Context: an optimization exercise on an open-source flow, tuned for small area. The choices shown serve that exercise and are no tape-out recipe.
Function was checked by simulation only, so behaviour that the tests miss may differ from the original.
Power figures rest on the tool's default switching activity, not on a simulated workload.

Design sht1x_engine, start of the top module:
module sht1x_engine (
    input  wire        clk,
    input  wire        rst,           
    input  wire        req_valid,
    input  wire [15:0] req_word,
    output wire        busy,
    output reg         done,
    output wire [2:0]  rsp_err,
    output wire [15:0] rsp_val,
    output wire        ev_valid,
    output wire [1:0]  ev_kind,
    output wire        ev_pin,
    output wire        ev_val,
    output wire [1:0]  ev_sleep,
    input  wire        ev_ready,
    input  wire        data_in
);
For scale: about 730 cells after synthesis, ~49 I/O pins.
Settings: LEC_CHECK=0, CAP_MARGIN=20, CORE_MARGIN=2, CORE_UTILIZATION=40, GPL_TIMING_DRIVEN=0, PLACE_DENSITY=0.6, SLEW_MARGIN=20; clock period 10.0 ns.
standard.sh (not shown) runs the stock make flow with config.mk's settings and CLKGATE_MAP_FILE= SYNTH_SCRIPT=/design/flow/synth_recipe.tcl, a recipe that flattens the netlist after the stock synthesis.
==> flow/flow/run.sh <==
#!/bin/bash
# Layout flow: the standard ORFS flow (standard.sh) with these changes:
#  - the ABC script that maps the combinational logic in synthesis is an
#    area-oriented one (flow/abc_area_map.script) instead of ORFS's
#    delay-oriented abc_speed.script. Registers are mapped before ABC runs,
#    so they are exactly the standard synthesis's registers.
#  - every input and output port still gets its own buffer, but a small one
#    (buf_1) instead of the clkdlybuf4s50_1 buffer_ports picks by default.
#  - clock tree: small clock buffers, sinks clustered in groups of at most
#    8, and no dummy loads (the clock still reaches every register through
#    the buffered tree; no register's clock is delayed on purpose).
set -euo pipefail
here=$(pwd)
rm -rf "$here/scripts"
cp -r "$FLOW_HOME/scripts" "$here/scripts"
cp "$here/flow/abc_area_map.script" "$here/scripts/abc_speed.script"
bash standard.sh "SCRIPTS_DIR=$here/scripts" \
    "BUFFER_PORTS_ARGS=-buffer_cell sky130_fd_sc_hd__buf_1" \
    "CTS_ARGS=-sink_clustering_enable -repair_clock_nets -dont_use_dummy_load -buf_list {sky130_fd_sc_hd__clkbuf_4 sky130_fd_sc_hd__clkbuf_8} -sink_clustering_size 8" \
    finish > "$here/flow_make.log" 2>&1
==> flow/flow/abc_area_map.script <==
strash
ifraig
scorr
dc2
dc2
strash
&get -n
&deepsyn -T 60
&dch -f
&nf -R 1000 -p -C 32
&put
The starting point finished with timing, DRC and antenna clean.
Rerun with:
==> flow/flow/abc_area_map.script (replaced) <==
strash
ifraig
scorr
dc2
dc2
strash
&get -n
&deepsyn -T 240
&dch -f
&nf -R 1000 -p -C 32
&put
Outcome: Non-clock buffer count shrinks by 2; worst hold slack improves by 0.018 ns; final area shrinks slightly; routed wire length grows by a few percent; clock skew grows by 0.0062 ns; die area shrinks slightly; sequential share of layout area grows by 0.22 points.

========
sht1x_engine again, from the RTL that the note above started with.
export LEC_CHECK = 0
export CAP_MARGIN = 20
export CORE_MARGIN = 2
export CORE_UTILIZATION = 40
export GPL_TIMING_DRIVEN = 0
export PLACE_DENSITY = 0.6
export SLEW_MARGIN = 20
create_clock -name core_clock -period 10.0 [get_ports {clk}]
==> flow/flow/run.sh <==
#!/bin/bash
# Layout flow: the standard ORFS flow (standard.sh) with these changes:
#  - the ABC script that maps the combinational logic in synthesis is an
#    area-oriented one (flow/abc_area_map.script) instead of ORFS's
#    delay-oriented abc_speed.script. Registers are mapped before ABC runs,
#    so they are exactly the standard synthesis's registers.
#  - every input and output port still gets its own buffer, but a small one
#    (buf_1) instead of the clkdlybuf4s50_1 buffer_ports picks by default.
#  - clock tree: small clock buffers, sinks clustered in groups of at most
#    8, and no dummy loads (the clock still reaches every register through
#    the buffered tree; no register's clock is delayed on purpose).
set -euo pipefail
here=$(pwd)
rm -rf "$here/scripts"
cp -r "$FLOW_HOME/scripts" "$here/scripts"
cp "$here/flow/abc_area_map.script" "$here/scripts/abc_speed.script"
bash standard.sh "SCRIPTS_DIR=$here/scripts" \
    "BUFFER_PORTS_ARGS=-buffer_cell sky130_fd_sc_hd__buf_1" \
    "CTS_ARGS=-sink_clustering_enable -repair_clock_nets -dont_use_dummy_load -buf_list {sky130_fd_sc_hd__clkbuf_8 sky130_fd_sc_hd__clkbuf_16} -sink_clustering_size 30 -sink_clustering_max_diameter 200" \
    finish > "$here/flow_make.log" 2>&1
==> flow/flow/abc_area_map.script <==
strash
ifraig
scorr
dc2
dc2
strash
&get -n
&deepsyn -T 60
&dch -f
&nf -R 1000 -p -C 32
&put
The starting point ran to the end with no violations.
==> next run, changes <==
--- a/flow/flow/run.sh
+++ b/flow/flow/run.sh
@@ -17,4 +17,4 @@
 bash standard.sh "SCRIPTS_DIR=$here/scripts" \
     "BUFFER_PORTS_ARGS=-buffer_cell sky130_fd_sc_hd__buf_1" \
-    "CTS_ARGS=-sink_clustering_enable -repair_clock_nets -dont_use_dummy_load -buf_list {sky130_fd_sc_hd__clkbuf_8 sky130_fd_sc_hd__clkbuf_16} -sink_clustering_size 30 -sink_clustering_max_diameter 200" \
+    "CTS_ARGS=-sink_clustering_enable -repair_clock_nets -dont_use_dummy_load -buf_list {sky130_fd_sc_hd__clkbuf_16} -sink_clustering_size 100 -sink_clustering_max_diameter 500" \
     finish > "$here/flow_make.log" 2>&1
- die area stays the same
- sequential power stays flat
- critical path depth stays the same

-- re-timing with driven ports --
The results above use ideal ports. As a check the final layouts listed here were re-extracted and re-timed, cells and wires unchanged. Step 1 (the two cells are an assumption about what drives the block):
set clk [get_ports {clk}]
set_driving_cell -lib_cell sky130_fd_sc_hd__clkbuf_16 $clk
set_driving_cell -lib_cell sky130_fd_sc_hd__buf_2 [delete_from_list [all_inputs] $clk]
Step 2 adds t to the input delays and takes it off the output delays; t is the mean of the earliest and latest rising clock arrival at the registers after step 1. Input paths then give back, and output paths get back, about the clock's delay inside the block. Three values: no drivers, after step 1, after step 2; two values: the first two.
run	shift t [ns]	slack for setup (ns)	pins driven straight from the clock port
the first run of note 1	0.411	2.407 / 2.423 / 2.012	1
the second run of note 1	0.412	2.421 / 2.434 / 2.022	1
the first run of note 2	0.389	2.380 / 2.397 / 2.008	1
the second run of note 2	0.389	2.380 / 2.397 / 2.008	1
After both steps every run listed still meets setup and hold. For the second run of note 1, which loses most, drivers alone change the setup slack by +0.013 ns; drivers and shift together by -0.399 ns.
